Context: an optimization exercise on an open-source flow, tuned for small area, a short achievable clock period and few clock cycles. The choices shown serve that exercise and are no tape-out recipe.
Where RTL was checked, it was by simulation tests only, not by an equivalence proof against the original.
Power and IR drop assume default switching activity.

==> inputs of willow <==
// sdio_host_seq
module sdio_host_seq (
    input  wire        clk,
    input  wire        rst,           
    input  wire        gpio_irq,      
    input  wire        req_valid,
    output wire        req_ready,
    input  wire [3:0]  req_op,
    input  wire [31:0] req_arg0,
    input  wire [31:0] req_arg1,
    output wire        rsp_valid,
    output wire [2:0]  rsp_code,
    output reg  [31:0] rsp_value,
    output wire        cmd_valid,
    input  wire        cmd_ready,
    output reg         cmd_kind,      
    output reg  [31:0] cmd_arg,
    output reg         cmd_reg,       
    output wire [31:0] cmd_off,       
    output wire [31:0] cmd_wdata,     
    input  wire        bus_rsp_valid,
    input  wire        bus_rsp_fail,
    input  wire [7:0]  bus_rsp_data,
    input  wire [31:0] bus_rsp_word
);
Settings: LEC_CHECK=0, CAP_MARGIN=20, CORE_MARGIN=2, CORE_UTILIZATION=40, CTS_BUF_LIST=sky130_fd_sc_hd__clkbuf_8, CTS_CLUSTER_DIAMETER=60, CTS_CLUSTER_SIZE=30, SETUP_SLACK_MARGIN=4.0, SLEW_MARGIN=20; clock period 8.0 ns.
standard.sh (not shown) runs the stock make flow with config.mk's settings and CLKGATE_MAP_FILE= SYNTH_SCRIPT=/design/flow/synth_recipe.tcl, a recipe that flattens the netlist after the stock synthesis.
==> flow/flow/run.sh <==
#!/bin/bash
# Standard layout, with the port buffers made from the smallest plain buffer cell.
set -euo pipefail
export BUFFER_PORTS_ARGS="-buffer_cell sky130_fd_sc_hd__buf_1"
bash standard.sh > standard.log 2>&1
==> tundra (differences from willow) <==
--- a/flow/design.v
+++ b/flow/design.v
@@ -62,12 +62,16 @@
     reg [3:0]  op;
     reg        rs;           
     reg        dir;          
     reg        ovf;          
     reg [1:0]  k;            
     reg [1:0]  polls;
+    reg        vs_w;         
+    reg        vs_d;         
+    reg        vs_p;         
+    reg        vs_s;         
     reg [23:0] a;            
     reg [31:0] word;         
     wire [8:0] nblk  = word[17:9];    
     wire [6:0] nleft = word[8:2];     
     wire v    = bus_rsp_valid;
     wire f    = bus_rsp_fail;
@@ -175,21 +179,27 @@
             T_CLB1:  cmd_arg = sb_word(1'b1, 3'd0, 1'b0, 17'h0F1, {5'd0, a[7:5]});
             T_RST:   cmd_arg = sb_word(1'b1, 3'd0, 1'b1, 17'h006, 8'h08);
             default: cmd_arg = 32'd0;
         endcase
     end
     wire [7:0] d = bus_rsp_data;
-    wire [4:0] flags = h_gpio ? ((h_variant == VAR_A) ? d[4:0] : {1'b0, d[3:0]})
-                              : {d[5], d[4], d[3], d[2], d[0]};
+    wire       fs_g  = vs_s & h_gpio;
+    wire       fs_a  = fs_g & (h_variant == VAR_A);
+    wire       fs_s  = vs_s & ~h_gpio;
+    wire [4:0] flags = {(fs_a & d[4]) | (fs_s & d[5]),
+                        (fs_g & d[3]) | (fs_s & d[4]),
+                        (fs_g & d[2]) | (fs_s & d[3]),
+                        (fs_g & d[1]) | (fs_s & d[2]),
+                        vs_s & d[0]};
+    wire [15:0] held = vs_s ? {word[7:0], word[15:8]} :
+                       vs_p ? {8'd0, word[7:0]} :
+                       (vs_w | vs_d) ? 16'd0 : {15'd0, h_init};
     always @(*) begin
-        case (op)
-            OP_RDREG:  rsp_value = dir ? {24'd0, d} : bus_rsp_word;
-            OP_STATUS: rsp_value = {11'd0, flags, word[7:0], word[15:8]};
-            OP_PEND:   rsp_value = {16'd0, d, word[7:0]};
-            default:   rsp_value = {31'd0, h_init};
-        endcase
+        rsp_value = ({32{vs_w}} & bus_rsp_word) |
+                    {11'd0, flags, ({8{vs_p}} & d), ({8{vs_d}} & d)} |
+                    {16'd0, held};
     end
     wire        q_dir_reg = (req_arg0[31:4] == 28'h000000F);
     wire        q_dir_x   = (req_arg0 == 32'd0);
     wire        q_up      = (req_arg1[1:0] != 2'd0);            
     wire        q_xfer    = (req_op[3:1] == 3'b010);
     wire [15:0] q_sz      = req_arg1[17:2] + {15'd0, q_up & q_xfer};   
@@ -382,43 +392,41 @@
                         wc <= 1'b0;
                         wf <= 1'b1;
                     end
                 endcase
             end
             if (acc) begin
-                op <= req_op;
+                op   <= req_op;
+                vs_w <= (req_op == OP_RDREG) & ~q_dir_reg;
+                vs_d <= (req_op == OP_RDREG) & q_dir_reg;
+                vs_p <= (req_op == OP_PEND);
+                vs_s <= (req_op == OP_STATUS);
+                a    <= req_arg0[23:0];
+                word <= {q_word, req_arg1[1:0]};
+                ovf  <= q_ovf;
+                rs   <= req_op[3] | req_arg0[0];               
+                polls <= 2'd0;
+                cw   <= (req_op == OP_INIT) | (req_op == OP_RESUME) | (req_op == OP_SYNC);
+                dir  <= q_xfer ? q_dir_x : q_dir_reg;
+                aw   <= {q_xfer, q_xfer ? ~q_hasa : (req_op[0] & ~req_op[3])};
                 case (req_op)
                     OP_INIT, OP_RESUME: begin
                         h_init <= 1'b0;
-                        polls  <= 2'd0;
-                        rs     <= (req_op == OP_RESUME) | req_arg0[0];
-                        cw     <= 1'b1;
                         step   <= T_N1;
                         pend   <= 1'b1;
                     end
                     OP_DEINIT: begin
                         h_init <= 1'b0;
                         code   <= RC_OK;
                         dn     <= 1'b1;
                     end
                     OP_RDREG, OP_WRREG: begin
-                        a    <= req_arg0[23:0];
-                        cw   <= 1'b0;
-                        word <= {q_word, req_arg1[1:0]};
-                        dir  <= q_dir_reg;
-                        aw   <= req_op[0] ? AW_REGWR : AW_REGRD;
                         step <= q_dir_reg ? (req_op[0] ? T_SBWR : T_SBRD) : T_W0;
                         pend <= 1'b1;
                     end
                     OP_BLKRD, OP_BLKWR: begin
-                        a     <= req_arg0[23:0];
-                        cw    <= 1'b0;
-                        dir   <= q_dir_x;
-                        ovf   <= q_ovf;
-                        word  <= {q_word, req_arg1[1:0]};
-                        aw    <= q_hasa ? AW_XA : AW_XB;
                         if (!h_bs_set) begin
                             code <= RC_TRANSPORT;
                             dn   <= 1'b1;
                         end else if (q_zero) begin
                             code <= RC_OK;
                             dn   <= 1'b1;
@@ -440,13 +448,12 @@
                         end else begin
                             step <= T_C0;
                             pend <= 1'b1;
                         end
                     end
                     OP_CLEAR: begin
-                        a[7:0]    <= req_arg0[7:0];
                         code      <= RC_OK;
                         if (h_variant == VAR_A) begin
                             if (q_mhi != 3'd0 || (h_gpio && q_mlo != 5'd0)) begin
                                 step <= T_CLA;
                                 pend <= 1'b1;
                             end else begin
@@ -475,14 +482,12 @@
                             code <= RC_REFUSED;
                             dn   <= 1'b1;
                         end else begin
                             h_nint <= req_arg0[3:0];
                             if (q_rmw0[2]) begin
                                 k    <= q_rmw0[1:0];
-                                cw   <= 1'b1;
-                                aw   <= AW_REGRD;
                                 step <= T_W0;
                                 pend <= 1'b1;
                             end else begin
                                 code <= RC_OK;
                                 dn   <= 1'b1;
                             end
CTS_BUF_LIST = default   (was sky130_fd_sc_hd__clkbuf_8)
CTS_CLUSTER_DIAMETER = default   (was 60)
CTS_CLUSTER_SIZE = default   (was 30)
TNS_END_PERCENT = 0   (was default)
==> pepper (differences from willow) <==
--- a/flow/design.v
+++ b/flow/design.v
@@ -62,12 +62,16 @@
     reg [3:0]  op;
     reg        rs;           
     reg        dir;          
     reg        ovf;          
     reg [1:0]  k;            
     reg [1:0]  polls;
+    reg        vs_w;         
+    reg        vs_d;         
+    reg        vs_p;         
+    reg        vs_s;         
     reg [23:0] a;            
     reg [31:0] word;         
     wire [8:0] nblk  = word[17:9];    
     wire [6:0] nleft = word[8:2];     
     wire v    = bus_rsp_valid;
     wire f    = bus_rsp_fail;
@@ -175,21 +179,27 @@
             T_CLB1:  cmd_arg = sb_word(1'b1, 3'd0, 1'b0, 17'h0F1, {5'd0, a[7:5]});
             T_RST:   cmd_arg = sb_word(1'b1, 3'd0, 1'b1, 17'h006, 8'h08);
             default: cmd_arg = 32'd0;
         endcase
     end
     wire [7:0] d = bus_rsp_data;
-    wire [4:0] flags = h_gpio ? ((h_variant == VAR_A) ? d[4:0] : {1'b0, d[3:0]})
-                              : {d[5], d[4], d[3], d[2], d[0]};
+    wire       fs_g  = vs_s & h_gpio;
+    wire       fs_a  = fs_g & (h_variant == VAR_A);
+    wire       fs_s  = vs_s & ~h_gpio;
+    wire [4:0] flags = {(fs_a & d[4]) | (fs_s & d[5]),
+                        (fs_g & d[3]) | (fs_s & d[4]),
+                        (fs_g & d[2]) | (fs_s & d[3]),
+                        (fs_g & d[1]) | (fs_s & d[2]),
+                        vs_s & d[0]};
+    wire [15:0] held = vs_s ? {word[7:0], word[15:8]} :
+                       vs_p ? {8'd0, word[7:0]} :
+                       (vs_w | vs_d) ? 16'd0 : {15'd0, h_init};
     always @(*) begin
-        case (op)
-            OP_RDREG:  rsp_value = dir ? {24'd0, d} : bus_rsp_word;
-            OP_STATUS: rsp_value = {11'd0, flags, word[7:0], word[15:8]};
-            OP_PEND:   rsp_value = {16'd0, d, word[7:0]};
-            default:   rsp_value = {31'd0, h_init};
-        endcase
+        rsp_value = ({32{vs_w}} & bus_rsp_word) |
+                    {11'd0, flags, ({8{vs_p}} & d), ({8{vs_d}} & d)} |
+                    {16'd0, held};
     end
     wire        q_dir_reg = (req_arg0[31:4] == 28'h000000F);
     wire        q_dir_x   = (req_arg0 == 32'd0);
     wire        q_up      = (req_arg1[1:0] != 2'd0);            
     wire        q_xfer    = (req_op[3:1] == 3'b010);
     wire [15:0] q_sz      = req_arg1[17:2] + {15'd0, q_up & q_xfer};   
@@ -382,43 +392,41 @@
                         wc <= 1'b0;
                         wf <= 1'b1;
                     end
                 endcase
             end
             if (acc) begin
-                op <= req_op;
+                op   <= req_op;
+                vs_w <= (req_op == OP_RDREG) & ~q_dir_reg;
+                vs_d <= (req_op == OP_RDREG) & q_dir_reg;
+                vs_p <= (req_op == OP_PEND);
+                vs_s <= (req_op == OP_STATUS);
+                a    <= req_arg0[23:0];
+                word <= {q_word, req_arg1[1:0]};
+                ovf  <= q_ovf;
+                rs   <= req_op[3] | req_arg0[0];               
+                polls <= 2'd0;
+                cw   <= (req_op == OP_INIT) | (req_op == OP_RESUME) | (req_op == OP_SYNC);
+                dir  <= q_xfer ? q_dir_x : q_dir_reg;
+                aw   <= {q_xfer, q_xfer ? ~q_hasa : (req_op[0] & ~req_op[3])};
                 case (req_op)
                     OP_INIT, OP_RESUME: begin
                         h_init <= 1'b0;
-                        polls  <= 2'd0;
-                        rs     <= (req_op == OP_RESUME) | req_arg0[0];
-                        cw     <= 1'b1;
                         step   <= T_N1;
                         pend   <= 1'b1;
                     end
                     OP_DEINIT: begin
                         h_init <= 1'b0;
                         code   <= RC_OK;
                         dn     <= 1'b1;
                     end
                     OP_RDREG, OP_WRREG: begin
-                        a    <= req_arg0[23:0];
-                        cw   <= 1'b0;
-                        word <= {q_word, req_arg1[1:0]};
-                        dir  <= q_dir_reg;
-                        aw   <= req_op[0] ? AW_REGWR : AW_REGRD;
                         step <= q_dir_reg ? (req_op[0] ? T_SBWR : T_SBRD) : T_W0;
                         pend <= 1'b1;
                     end
                     OP_BLKRD, OP_BLKWR: begin
-                        a     <= req_arg0[23:0];
-                        cw    <= 1'b0;
-                        dir   <= q_dir_x;
-                        ovf   <= q_ovf;
-                        word  <= {q_word, req_arg1[1:0]};
-                        aw    <= q_hasa ? AW_XA : AW_XB;
                         if (!h_bs_set) begin
                             code <= RC_TRANSPORT;
                             dn   <= 1'b1;
                         end else if (q_zero) begin
                             code <= RC_OK;
                             dn   <= 1'b1;
@@ -440,13 +448,12 @@
                         end else begin
                             step <= T_C0;
                             pend <= 1'b1;
                         end
                     end
                     OP_CLEAR: begin
-                        a[7:0]    <= req_arg0[7:0];
                         code      <= RC_OK;
                         if (h_variant == VAR_A) begin
                             if (q_mhi != 3'd0 || (h_gpio && q_mlo != 5'd0)) begin
                                 step <= T_CLA;
                                 pend <= 1'b1;
                             end else begin
@@ -475,14 +482,12 @@
                             code <= RC_REFUSED;
                             dn   <= 1'b1;
                         end else begin
                             h_nint <= req_arg0[3:0];
                             if (q_rmw0[2]) begin
                                 k    <= q_rmw0[1:0];
-                                cw   <= 1'b1;
-                                aw   <= AW_REGRD;
                                 step <= T_W0;
                                 pend <= 1'b1;
                             end else begin
                                 code <= RC_OK;
                                 dn   <= 1'b1;
                             end
CORE_UTILIZATION = 60   (was 40)
CTS_BUF_LIST = default   (was sky130_fd_sc_hd__clkbuf_8)
CTS_CLUSTER_DIAMETER = default   (was 60)
CTS_CLUSTER_SIZE = default   (was 30)
PLACE_DENSITY = 0.75   (was default)
==> run notes <==
item	tundra	willow	pepper
Total area of sequential cells	2810 um^2	2690 um^2	2810 um^2
Outcome	no timing/DRC/antenna violations	no timing/DRC/antenna violations	no timing/DRC/antenna violations
Setup Fix Bufs, Post-CTS	0	10	10
Switching power as a share of total power	37.1%	40.2%	37.1%
Area post-placement	9320 um^2	9830 um^2	9180 um^2
Met2 Usage GRT	46.0%	47.5%	61.5%
Total chip power	1570 uW	1580 uW	1600 uW
Synth Area in Simple Gates	26.5%	25.6%	26.5%
Power Density	161 nW/um^2	148 nW/um^2	163 nW/um^2
CTS-repair resized insts	11	55	17
Number of buffer and inverter stages on the critical path	2	2	3
Worst-case headroom to the max-slew limit	20.7%	23.3%	27.0%
Critical register-to-register path startpoint	wc	step[2]	step[3]
R2R Setup Slk	4.87 ns	4.72 ns	4.62 ns
Clock network area share	2.92%	1.99%	2.89%
Worst path max stage delay	0.39 ns	0.47 ns	0.44 ns
Area of the core region	20800 um^2	21800 um^2	13800 um^2
Kind of critical path	input port to output pin	flip-flop to output pin	flip-flop to output pin
Maximum number of pins on one net before global-route repair	72	64	72
Sequential cell power	653 uW	639 uW	655 uW
Transition time at the pin with the least slew margin	1.19 ns	1.15 ns	1.09 ns
Max Freq	0.246 GHz	0.249 GHz	0.251 GHz
Footprint of the multi-input gates	5190 um^2	5890 um^2	5200 um^2
Share of post-route cells with drive strength above 1	5.65%	10.2%	8.03%
Leak pwr	0.00347 uW	0.00410 uW	0.00361 uW
Share of the synthesized area in the top cell type	30.3%	27.3%	30.3%
Testbench counts of willow, summed over its fixed seeds: cycles 13,179.
Testbench counts of tundra, summed over its fixed seeds: cycles 13,179.
Testbench counts of pepper, summed over its fixed seeds: cycles 13,179.

* * *

==> run a <==
Another version of the RTL of sdio_host_seq (not shown whole).
export LEC_CHECK = 0
export CAP_MARGIN = 20
export CORE_MARGIN = 2
export CORE_UTILIZATION = 40
export SETUP_SLACK_MARGIN = 4.0
export SLEW_MARGIN = 20
create_clock -name core_clock -period 8.0 [get_ports {clk}]
Scripts as last shown in full above: flow/flow/run.sh
==> inputs of run b, as changes to run a <==
--- a/flow/design.v
+++ b/flow/design.v
@@ -41,34 +41,35 @@
                      T_N5HI   = 5'd15, T_N6     = 5'd16, T_C0     = 5'd17,
                      T_C1     = 5'd18, T_FLG    = 5'd19, T_STS    = 5'd20,
                      T_CLA    = 5'd21, T_CLB0   = 5'd22, T_CLB1   = 5'd23,
                      T_RST    = 5'd24;
     localparam [1:0] AW_REGRD = 2'd0, AW_REGWR = 2'd1, AW_XA = 2'd2, AW_XB = 2'd3;
+    localparam [1:0] CAP_NONE = 2'd0, CAP_LO = 2'd1, CAP_HI = 2'd2, CAP_RMW = 2'd3;
     reg        pend;         
     reg        wc;           
     reg        wf;           
     reg        wd;           
     reg        dn;           
     reg [2:0]  code;
     reg [4:0]  step;         
     reg [1:0]  aw;           
-    reg        cw;           
+    reg [1:0]  cap;
     reg        h_bs_set;     
     reg [1:0]  h_variant;
     reg        h_gpio;
     reg [3:0]  h_nint;
     reg        h_init;
     reg [3:0]  op;
+    reg        rs;           
     reg        dir;          
+    reg        ovf;          
+    reg [8:0]  nblk;         
+    reg [6:0]  nleft;        
     reg [1:0]  k;            
-    wire       rs  = dir;    
-    wire       ovf = k[0];
-    wire [1:0] polls = k;
+    reg [1:0]  polls;
     reg [23:0] a;            
     reg [31:0] word;         
-    wire [8:0] nblk  = word[17:9];    
-    wire [6:0] nleft = word[8:2];     
     wire v    = bus_rsp_valid;
     wire f    = bus_rsp_fail;
     wire wt   = wc | wf | wd;
     wire fin  = v & (wf | (f & (wc | wd)));         
     assign cmd_valid = pend | (wc & v & ~f);
@@ -83,17 +84,16 @@
     endfunction
     function [31:0] blk_word(input rw, input [2:0] fn, input bm, input [16:0] addr,
                              input [8:0] count);
         blk_word = {rw, fn, bm, 1'b1, addr, count};
     endfunction
-    function [15:0] fix_addr(input chipid, input [1:0] kk);
-        if (chipid) fix_addr = 16'h1000;
-        else case (kk)
-            2'd0:    fix_addr = 16'h1428;
-            2'd1:    fix_addr = 16'h1408;
-            2'd2:    fix_addr = 16'h1A00;
-            default: fix_addr = 16'h1A84;
+    function [23:0] rmw_addr(input [1:0] kk);
+        case (kk)
+            2'd0:    rmw_addr = 24'h1428;
+            2'd1:    rmw_addr = 24'h1408;
+            2'd2:    rmw_addr = 24'h1A00;
+            default: rmw_addr = 24'h1A84;
         endcase
     endfunction
     function [2:0] rmw_first(input [1:0] variant, input gpio);
         if (variant == VAR_B)  rmw_first = {1'b1, 2'd0};
         else if (gpio)         rmw_first = {1'b1, 2'd1};
@@ -121,22 +121,20 @@
             endcase
         end
     endfunction
     wire [2:0] xfn   = dir ? 3'd1 : 3'd0;
     wire [16:0] xadr = dir ? 17'd0 : 17'h10F;
-    wire [7:0]  clr_a = {a[7:5], h_gpio ? a[4:0] : 5'd0};
-    wire [15:0] fa    = fix_addr(op == OP_INIT, k);
-    wire [23:0] wa    = cw ? {8'd0, fa} : a;
+    wire [7:0] clr_a = {word[7:5], h_gpio ? word[4:0] : 5'd0};
     assign cmd_wdata = word;
     assign cmd_off   = {14'd0, (step == T_XB) ? nblk : 9'd0, 9'd0};
     always @(*) begin
         cmd_kind  = 1'b0;
         cmd_reg   = 1'b0;
         case (step)
-            T_W0:    cmd_arg = sb_word(1'b1, 3'd0, 1'b0, 17'h10C, wa[7:0]);
-            T_W1:    cmd_arg = sb_word(1'b1, 3'd0, 1'b0, 17'h10D, wa[15:8]);
-            T_W2:    cmd_arg = sb_word(1'b1, 3'd0, 1'b0, 17'h10E, wa[23:16]);
+            T_W0:    cmd_arg = sb_word(1'b1, 3'd0, 1'b0, 17'h10C, a[7:0]);
+            T_W1:    cmd_arg = sb_word(1'b1, 3'd0, 1'b0, 17'h10D, a[15:8]);
+            T_W2:    cmd_arg = sb_word(1'b1, 3'd0, 1'b0, 17'h10E, a[23:16]);
             T_SBRD:  cmd_arg = sb_word(1'b0, 3'd0, 1'b0, {13'h000F, a[3:0]}, 8'h00);
             T_SBWR:  cmd_arg = sb_word(1'b1, 3'd0, 1'b0, {13'h000F, a[3:0]}, word[7:0]);
             T_REGRD: begin
                 cmd_kind = 1'b1;
                 cmd_reg  = 1'b1;
@@ -167,40 +165,35 @@
             T_C1:    cmd_arg = sb_word(1'b0, 3'd0, 1'b0, 17'h0F3, 8'h00);
             T_FLG:   cmd_arg = sb_word(1'b0, 3'd0, 1'b0,
                                        (h_variant == VAR_A) ? 17'h0F7 : 17'h0FE, 8'h00);
             T_STS:   cmd_arg = sb_word(1'b0, 3'd1, 1'b0, 17'h004, 8'h00);
             T_CLA:   cmd_arg = sb_word(1'b1, 3'd0, 1'b0, 17'h0F8, clr_a);
-            T_CLB0:  cmd_arg = sb_word(1'b1, 3'd0, 1'b0, 17'h0FE, {3'd0, a[4:0]});
-            T_CLB1:  cmd_arg = sb_word(1'b1, 3'd0, 1'b0, 17'h0F1, {5'd0, a[7:5]});
+            T_CLB0:  cmd_arg = sb_word(1'b1, 3'd0, 1'b0, 17'h0FE, {3'd0, word[4:0]});
+            T_CLB1:  cmd_arg = sb_word(1'b1, 3'd0, 1'b0, 17'h0F1, {5'd0, word[7:5]});
             T_RST:   cmd_arg = sb_word(1'b1, 3'd0, 1'b1, 17'h006, 8'h08);
             default: cmd_arg = 32'd0;
         endcase
     end
     wire [7:0] d = bus_rsp_data;
     wire [4:0] flags = h_gpio ? ((h_variant == VAR_A) ? d[4:0] : {1'b0, d[3:0]})
                               : {d[5], d[4], d[3], d[2], d[0]};
     always @(*) begin
         case (op)
             OP_RDREG:  rsp_value = dir ? {24'd0, d} : bus_rsp_word;
-            OP_STATUS: rsp_value = {11'd0, flags, word[7:0], word[15:8]};
+            OP_STATUS: rsp_value = {11'd0, flags, word[15:0]};
             OP_PEND:   rsp_value = {16'd0, d, word[7:0]};
             default:   rsp_value = {31'd0, h_init};
         endcase
     end
     wire        q_dir_reg = (req_arg0[31:4] == 28'h000000F);
     wire        q_dir_x   = (req_arg0 == 32'd0);
     wire        q_up      = (req_arg1[1:0] != 2'd0);            
-    wire        q_xfer    = (req_op[3:1] == 3'b010);
-    wire [15:0] q_sz      = req_arg1[17:2] + {15'd0, q_up & q_xfer};   
-    wire [29:0] q_word    = {req_arg1[31:18], q_sz};            
+    wire [15:0] q_sz      = req_arg1[17:2] + {15'd0, q_up};     
     wire        q_hi      = (req_arg1[31:18] != 14'd0) || (q_up && (&req_arg1[17:2]));
     wire        q_ovf     = q_hi;                               
-    wire        q_lo1     = &req_arg1[8:2];
-    wire        q_lo0     = ~|req_arg1[8:2];
-    wire        q_hasa    = (req_arg1[31:9] != 23'd0) || (q_lo1 && q_up);    
-    wire        q_hasb    = !((q_lo0 && !q_up) || (q_lo1 && q_up));          
-    wire        q_zero    = (req_arg1 == 32'd0);                            
+    wire        q_hasa    = q_hi || (q_sz[15:7] != 9'd0);       
+    wire        q_hasb    = (q_sz[6:0] != 7'd0);                
     wire [4:0]  q_mlo     = req_arg0[4:0];
     wire [2:0]  q_mhi     = req_arg0[7:5];
     wire [2:0]  q_rmw0    = rmw_first(h_variant, h_gpio);
     wire [2:0]  r_rmw0    = rmw_first(h_variant, h_gpio);
     wire [2:0]  r_rmwn    = rmw_after(k, h_gpio, h_nint);
@@ -222,20 +215,20 @@
             if (wt && v) begin
                 wc <= 1'b0;
                 wf <= 1'b0;
                 wd <= 1'b0;
                 if (wc && !f) pend <= 1'b1;    
-                case ({step == T_W0 && aw == AW_REGWR && cw,
-                       step == T_C1 || step == T_FLG || step == T_STS})
-                    2'b01:   word[15:0] <= {word[7:0], d};
-                    2'b10:   word       <= rmw_val(k, h_nint, bus_rsp_word);
+                case (cap)
+                    CAP_LO:  word[7:0]  <= d;
+                    CAP_HI:  word[15:8] <= d;
+                    CAP_RMW: word       <= rmw_val(k, h_nint, bus_rsp_word);
                     default: ;
                 endcase
                 if (wd && !f) begin
                     case (step)
                         T_POLL: begin
-                            k <= polls + 2'd1;
+                            polls <= polls + 2'd1;
                             if (d[1]) begin
                                 step <= T_N5LO;
                                 pend <= 1'b1;
                             end else if (polls == 2'd2) begin
                                 code <= RC_NOT_READY;
@@ -251,11 +244,11 @@
                             end else begin
                                 h_bs_set <= 1'b1;
                                 h_init   <= 1'b1;
                                 if (op == OP_RESUME && r_rmw0[2]) begin
                                     k    <= r_rmw0[1:0];
-                                    cw   <= 1'b1;
+                                    a    <= rmw_addr(r_rmw0[1:0]);
                                     aw   <= AW_REGRD;
                                     step <= T_W0;
                                     pend <= 1'b1;
                                 end else begin
                                     code <= RC_OK;
@@ -278,10 +271,11 @@
                 end
             end
             if (take) begin
                 pend <= 1'b0;
                 code <= RC_OK;
+                cap  <= CAP_NONE;
                 wc   <= 1'b1;
                 case (step)
                     T_W0: step <= T_W1;
                     T_W1: step <= T_W2;
                     T_W2: begin
@@ -306,21 +300,22 @@
                             wf <= 1'b1;
                         end else if (op == OP_INIT) begin
                             wc <= 1'b0;
                             wd <= 1'b1;
                         end else begin
+                            cap  <= CAP_RMW;
                             aw   <= AW_REGWR;
                             step <= T_W0;
                         end
                     end
                     T_REGWR: begin
                         if (op == OP_WRREG || !r_rmwn[2]) begin
                             wc <= 1'b0;
                             wf <= 1'b1;
                         end else begin
                             k    <= r_rmwn[1:0];
-                            cw   <= 1'b1;
+                            a    <= rmw_addr(r_rmwn[1:0]);
                             aw   <= AW_REGRD;
                             step <= T_W0;
                         end
                     end
                     T_XA: begin
@@ -353,22 +348,24 @@
                             aw   <= AW_REGRD;
                             step <= T_W0;
                         end
                     end
                     T_C0: begin
+                        cap  <= CAP_LO;
                         step <= T_C1;
                     end
                     T_C1: begin
                         if (op == OP_PEND) begin
                             wc <= 1'b0;
                             wf <= 1'b1;
                         end else begin
+                            cap  <= CAP_HI;
                             step <= h_gpio ? T_FLG : T_STS;
                         end
                     end
                     T_CLB0: begin
-                        if (a[7:5] != 3'd0) begin
+                        if (word[7:5] != 3'd0) begin
                             step <= T_CLB1;
                         end else begin
                             wc <= 1'b0;
                             wf <= 1'b1;
                         end
@@ -382,41 +379,40 @@
             if (acc) begin
                 op <= req_op;
                 case (req_op)
                     OP_INIT, OP_RESUME: begin
                         h_init <= 1'b0;
-                        k      <= 2'd0;
-                        dir    <= (req_op == OP_RESUME) | req_arg0[0];
-                        cw     <= 1'b1;
+                        polls  <= 2'd0;
+                        rs     <= (req_op == OP_RESUME) | req_arg0[0];
+                        a      <= 24'h001000;
                         step   <= T_N1;
                         pend   <= 1'b1;
                     end
                     OP_DEINIT: begin
                         h_init <= 1'b0;
                         code   <= RC_OK;
                         dn     <= 1'b1;
                     end
                     OP_RDREG, OP_WRREG: begin
                         a    <= req_arg0[23:0];
-                        cw   <= 1'b0;
-                        word <= {q_word, req_arg1[1:0]};
+                        word <= req_arg1;
                         dir  <= q_dir_reg;
                         aw   <= req_op[0] ? AW_REGWR : AW_REGRD;
                         step <= q_dir_reg ? (req_op[0] ? T_SBWR : T_SBRD) : T_W0;
                         pend <= 1'b1;
                     end
                     OP_BLKRD, OP_BLKWR: begin
                         a     <= req_arg0[23:0];
-                        cw    <= 1'b0;
                         dir   <= q_dir_x;
-                        k[0]  <= q_ovf;
-                        word  <= {q_word, req_arg1[1:0]};
+                        ovf   <= q_ovf;
+                        nblk  <= q_sz[15:7];
+                        nleft <= q_sz[6:0];
                         aw    <= q_hasa ? AW_XA : AW_XB;
                         if (!h_bs_set) begin
                             code <= RC_TRANSPORT;
                             dn   <= 1'b1;
-                        end else if (q_zero) begin
+                        end else if (!q_hasa && !q_hasb) begin
                             code <= RC_OK;
                             dn   <= 1'b1;
                         end else if (!q_dir_x) begin
                             step <= T_W0;
                             pend <= 1'b1;
@@ -436,11 +432,11 @@
                             step <= T_C0;
                             pend <= 1'b1;
                         end
                     end
                     OP_CLEAR: begin
-                        a[7:0]    <= req_arg0[7:0];
+                        word[7:0] <= req_arg0[7:0];
                         code      <= RC_OK;
                         if (h_variant == VAR_A) begin
                             if (q_mhi != 3'd0 || (h_gpio && q_mlo != 5'd0)) begin
                                 step <= T_CLA;
                                 pend <= 1'b1;
@@ -471,11 +467,11 @@
                             dn   <= 1'b1;
                         end else begin
                             h_nint <= req_arg0[3:0];
                             if (q_rmw0[2]) begin
                                 k    <= q_rmw0[1:0];
-                                cw   <= 1'b1;
+                                a    <= rmw_addr(q_rmw0[1:0]);
                                 aw   <= AW_REGRD;
                                 step <= T_W0;
                                 pend <= 1'b1;
                             end else begin
                                 code <= RC_OK;
==> flow/run.sh (new file) <==
#!/bin/bash
# synth_recipe.tcl (not shown) runs the flow's synth.tcl, then flattens the netlist and writes it again
# the make line also repeats each setting of config.mk as NAME=value (left out here)
make -C /OpenROAD-flow-scripts/flow DESIGN_CONFIG=/design/flow/config.mk WORK_HOME=/design/flow/orfs CLKGATE_MAP_FILE= SYNTH_SCRIPT=/design/flow/synth_recipe.tcl finish
--- a/flow/config.mk
+++ b/flow/config.mk
@@ -6,7 +6,7 @@
 export NUM_CORES = 4
 export LEC_CHECK = 0
 export CAP_MARGIN = 20
 export CORE_MARGIN = 2
 export CORE_UTILIZATION = 40
-export SETUP_SLACK_MARGIN = 4.0
+export SETUP_SLACK_MARGIN = 4.2
 export SLEW_MARGIN = 20
removed: flow/flow/run.sh
removed: flow/standard.sh
==> inputs of run c, as changes to run a <==
--- a/flow/design.v
+++ b/flow/design.v
@@ -41,30 +41,36 @@
                      T_N5HI   = 5'd15, T_N6     = 5'd16, T_C0     = 5'd17,
                      T_C1     = 5'd18, T_FLG    = 5'd19, T_STS    = 5'd20,
                      T_CLA    = 5'd21, T_CLB0   = 5'd22, T_CLB1   = 5'd23,
                      T_RST    = 5'd24;
     localparam [1:0] AW_REGRD = 2'd0, AW_REGWR = 2'd1, AW_XA = 2'd2, AW_XB = 2'd3;
+    localparam [1:0] CAP_NONE = 2'd0, CAP_BYTE = 2'd1, CAP_RMW = 2'd3;
     reg        pend;         
     reg        wc;           
     reg        wf;           
     reg        wd;           
     reg        dn;           
     reg [2:0]  code;
     reg [4:0]  step;         
     reg [1:0]  aw;           
+    reg [1:0]  cap;
     reg        cw;           
     reg        h_bs_set;     
     reg [1:0]  h_variant;
     reg        h_gpio;
     reg [3:0]  h_nint;
     reg        h_init;
     reg [3:0]  op;
+    reg        rs;           
     reg        dir;          
+    reg        ovf;          
     reg [1:0]  k;            
-    wire       rs  = dir;    
-    wire       ovf = k[0];
-    wire [1:0] polls = k;
+    reg [1:0]  polls;
+    reg        vs_w;         
+    reg        vs_d;         
+    reg        vs_p;         
+    reg        vs_s;         
     reg [23:0] a;            
     reg [31:0] word;         
     wire [8:0] nblk  = word[17:9];    
     wire [6:0] nleft = word[8:2];     
     wire v    = bus_rsp_valid;
@@ -174,19 +180,25 @@
             T_RST:   cmd_arg = sb_word(1'b1, 3'd0, 1'b1, 17'h006, 8'h08);
             default: cmd_arg = 32'd0;
         endcase
     end
     wire [7:0] d = bus_rsp_data;
-    wire [4:0] flags = h_gpio ? ((h_variant == VAR_A) ? d[4:0] : {1'b0, d[3:0]})
-                              : {d[5], d[4], d[3], d[2], d[0]};
+    wire       fs_g  = vs_s & h_gpio;
+    wire       fs_a  = fs_g & (h_variant == VAR_A);
+    wire       fs_s  = vs_s & ~h_gpio;
+    wire [4:0] flags = {(fs_a & d[4]) | (fs_s & d[5]),
+                        (fs_g & d[3]) | (fs_s & d[4]),
+                        (fs_g & d[2]) | (fs_s & d[3]),
+                        (fs_g & d[1]) | (fs_s & d[2]),
+                        vs_s & d[0]};
+    wire [15:0] held = vs_s ? {word[7:0], word[15:8]} :
+                       vs_p ? {8'd0, word[7:0]} :
+                       (vs_w | vs_d) ? 16'd0 : {15'd0, h_init};
     always @(*) begin
-        case (op)
-            OP_RDREG:  rsp_value = dir ? {24'd0, d} : bus_rsp_word;
-            OP_STATUS: rsp_value = {11'd0, flags, word[7:0], word[15:8]};
-            OP_PEND:   rsp_value = {16'd0, d, word[7:0]};
-            default:   rsp_value = {31'd0, h_init};
-        endcase
+        rsp_value = ({32{vs_w}} & bus_rsp_word) |
+                    {11'd0, flags, ({8{vs_p}} & d), ({8{vs_d}} & d)} |
+                    {16'd0, held};
     end
     wire        q_dir_reg = (req_arg0[31:4] == 28'h000000F);
     wire        q_dir_x   = (req_arg0 == 32'd0);
     wire        q_up      = (req_arg1[1:0] != 2'd0);            
     wire        q_xfer    = (req_op[3:1] == 3'b010);
@@ -222,20 +234,19 @@
             if (wt && v) begin
                 wc <= 1'b0;
                 wf <= 1'b0;
                 wd <= 1'b0;
                 if (wc && !f) pend <= 1'b1;    
-                case ({step == T_W0 && aw == AW_REGWR && cw,
-                       step == T_C1 || step == T_FLG || step == T_STS})
-                    2'b01:   word[15:0] <= {word[7:0], d};
-                    2'b10:   word       <= rmw_val(k, h_nint, bus_rsp_word);
+                case (cap)
+                    CAP_BYTE: word[15:0] <= {word[7:0], d};
+                    CAP_RMW: word       <= rmw_val(k, h_nint, bus_rsp_word);
                     default: ;
                 endcase
                 if (wd && !f) begin
                     case (step)
                         T_POLL: begin
-                            k <= polls + 2'd1;
+                            polls <= polls + 2'd1;
                             if (d[1]) begin
                                 step <= T_N5LO;
                                 pend <= 1'b1;
                             end else if (polls == 2'd2) begin
                                 code <= RC_NOT_READY;
@@ -278,10 +289,11 @@
                 end
             end
             if (take) begin
                 pend <= 1'b0;
                 code <= RC_OK;
+                cap  <= CAP_NONE;
                 wc   <= 1'b1;
                 case (step)
                     T_W0: step <= T_W1;
                     T_W1: step <= T_W2;
                     T_W2: begin
@@ -306,10 +318,11 @@
                             wf <= 1'b1;
                         end else if (op == OP_INIT) begin
                             wc <= 1'b0;
                             wd <= 1'b1;
                         end else begin
+                            cap  <= CAP_RMW;
                             aw   <= AW_REGWR;
                             step <= T_W0;
                         end
                     end
                     T_REGWR: begin
@@ -353,17 +366,19 @@
                             aw   <= AW_REGRD;
                             step <= T_W0;
                         end
                     end
                     T_C0: begin
+                        cap  <= CAP_BYTE;
                         step <= T_C1;
                     end
                     T_C1: begin
                         if (op == OP_PEND) begin
                             wc <= 1'b0;
                             wf <= 1'b1;
                         end else begin
+                            cap  <= CAP_BYTE;
                             step <= h_gpio ? T_FLG : T_STS;
                         end
                     end
                     T_CLB0: begin
                         if (a[7:5] != 3'd0) begin
@@ -378,41 +393,39 @@
                         wf <= 1'b1;
                     end
                 endcase
             end
             if (acc) begin
-                op <= req_op;
+                op   <= req_op;
+                vs_w <= (req_op == OP_RDREG) & ~q_dir_reg;
+                vs_d <= (req_op == OP_RDREG) & q_dir_reg;
+                vs_p <= (req_op == OP_PEND);
+                vs_s <= (req_op == OP_STATUS);
+                a    <= req_arg0[23:0];
+                word <= {q_word, req_arg1[1:0]};
+                ovf  <= q_ovf;
+                rs   <= req_op[3] | req_arg0[0];               
+                polls <= 2'd0;
+                cw   <= (req_op == OP_INIT) | (req_op == OP_RESUME) | (req_op == OP_SYNC);
+                dir  <= q_xfer ? q_dir_x : q_dir_reg;
+                aw   <= {q_xfer, q_xfer ? ~q_hasa : (req_op[0] & ~req_op[3])};
                 case (req_op)
                     OP_INIT, OP_RESUME: begin
                         h_init <= 1'b0;
-                        k      <= 2'd0;
-                        dir    <= (req_op == OP_RESUME) | req_arg0[0];
-                        cw     <= 1'b1;
                         step   <= T_N1;
                         pend   <= 1'b1;
                     end
                     OP_DEINIT: begin
                         h_init <= 1'b0;
                         code   <= RC_OK;
                         dn     <= 1'b1;
                     end
                     OP_RDREG, OP_WRREG: begin
-                        a    <= req_arg0[23:0];
-                        cw   <= 1'b0;
-                        word <= {q_word, req_arg1[1:0]};
-                        dir  <= q_dir_reg;
-                        aw   <= req_op[0] ? AW_REGWR : AW_REGRD;
                         step <= q_dir_reg ? (req_op[0] ? T_SBWR : T_SBRD) : T_W0;
                         pend <= 1'b1;
                     end
                     OP_BLKRD, OP_BLKWR: begin
-                        a     <= req_arg0[23:0];
-                        cw    <= 1'b0;
-                        dir   <= q_dir_x;
-                        k[0]  <= q_ovf;
-                        word  <= {q_word, req_arg1[1:0]};
-                        aw    <= q_hasa ? AW_XA : AW_XB;
                         if (!h_bs_set) begin
                             code <= RC_TRANSPORT;
                             dn   <= 1'b1;
                         end else if (q_zero) begin
                             code <= RC_OK;
@@ -436,11 +449,10 @@
                             step <= T_C0;
                             pend <= 1'b1;
                         end
                     end
                     OP_CLEAR: begin
-                        a[7:0]    <= req_arg0[7:0];
                         code      <= RC_OK;
                         if (h_variant == VAR_A) begin
                             if (q_mhi != 3'd0 || (h_gpio && q_mlo != 5'd0)) begin
                                 step <= T_CLA;
                                 pend <= 1'b1;
@@ -471,12 +483,10 @@
                             dn   <= 1'b1;
                         end else begin
                             h_nint <= req_arg0[3:0];
                             if (q_rmw0[2]) begin
                                 k    <= q_rmw0[1:0];
-                                cw   <= 1'b1;
-                                aw   <= AW_REGRD;
                                 step <= T_W0;
                                 pend <= 1'b1;
                             end else begin
                                 code <= RC_OK;
                                 dn   <= 1'b1;
--- a/flow/config.mk
+++ b/flow/config.mk
@@ -6,7 +6,7 @@
 export NUM_CORES = 4
 export LEC_CHECK = 0
 export CAP_MARGIN = 20
 export CORE_MARGIN = 2
 export CORE_UTILIZATION = 40
-export SETUP_SLACK_MARGIN = 4.0
+export SETUP_SLACK_MARGIN = 3.9
 export SLEW_MARGIN = 20
==> metrics.csv <==
metric;value;unit
status;no timing/DRC/antenna violations;
post-route cell area;0.0111;mm²
area of the multi-input gates;0.00622;mm²
number of global-route vias before repair;9371;
Seq cells post-synth;88;
sequential cell area share;22.6;%
That was run a.
==> metrics.csv <==
metric;value;unit
status;no timing/DRC/antenna violations;
RSZ-0062 raised after global routing;yes;
H-Tree Depth;3;
Ys Warns;1;
area of the multi-input gates;0.00518;mm²
post-route cell area;0.00971;mm²
number of global-route vias before repair;8384;
Seq cells post-synth;98;
Seq group;653;µW
Post-CTS Hold Fix Bufs;0;
largest net degree at the start of global routing;72;
That was run c.
==> metrics.csv <==
metric;value;unit
CP delay by family, top;simple AND/OR/NAND/NOR gates;
Seq cells post-synth;109;
status;no timing/DRC/antenna violations;
post-route cell area;0.0142;mm²
area of the multi-input gates;0.00691;mm²
sequential cell area share;22.2;%
That was run b.
Testbench counts of run b, summed over its fixed seeds: cycles 13,179.
Testbench counts of run c, summed over its fixed seeds: cycles 13,179.
The RTL of run a was laid out without a check of its function.

==> what the ideal ports hide <==
Ports are ideal in the flow. The routed layouts listed here were re-timed in OpenROAD. Step 1: set_driving_cell puts a clkbuf_16 on clk and a buf_2 on each other input, an assumption about the parent block. Step 2 moves the port delays by t, midway between the first and last clock arrival at a register: inputs arrive t later, outputs are due t later. That takes back most of the time a late clock gives input paths. a / b / c = no drivers / after step 1 / after step 2; a / b = the first two.
| run | t, ns | setup slack, ns | worst data-port slew with drivers (ns) |
|---|---|---|---|
| willow | 0.431 | 3.980 / 3.937 / 3.727 | 0.06 |
| tundra | 0.400 | 3.938 / 3.912 / 3.705 | 0.07 |
| pepper | 0.402 | 4.008 / 3.964 / 3.746 | 0.06 |
| run a | 0.398 | 3.966 / 3.919 / 3.769 | 0.06 |
| run b | 0.424 | 3.967 / 3.932 / 3.551 | 0.07 |
| run c | 0.398 | 3.919 / 3.899 / 3.715 | 0.07 |
After both steps every run listed still meets setup and hold. For run b, which loses most, drivers alone change the setup slack by -0.035 ns; drivers and shift together by -0.416 ns.
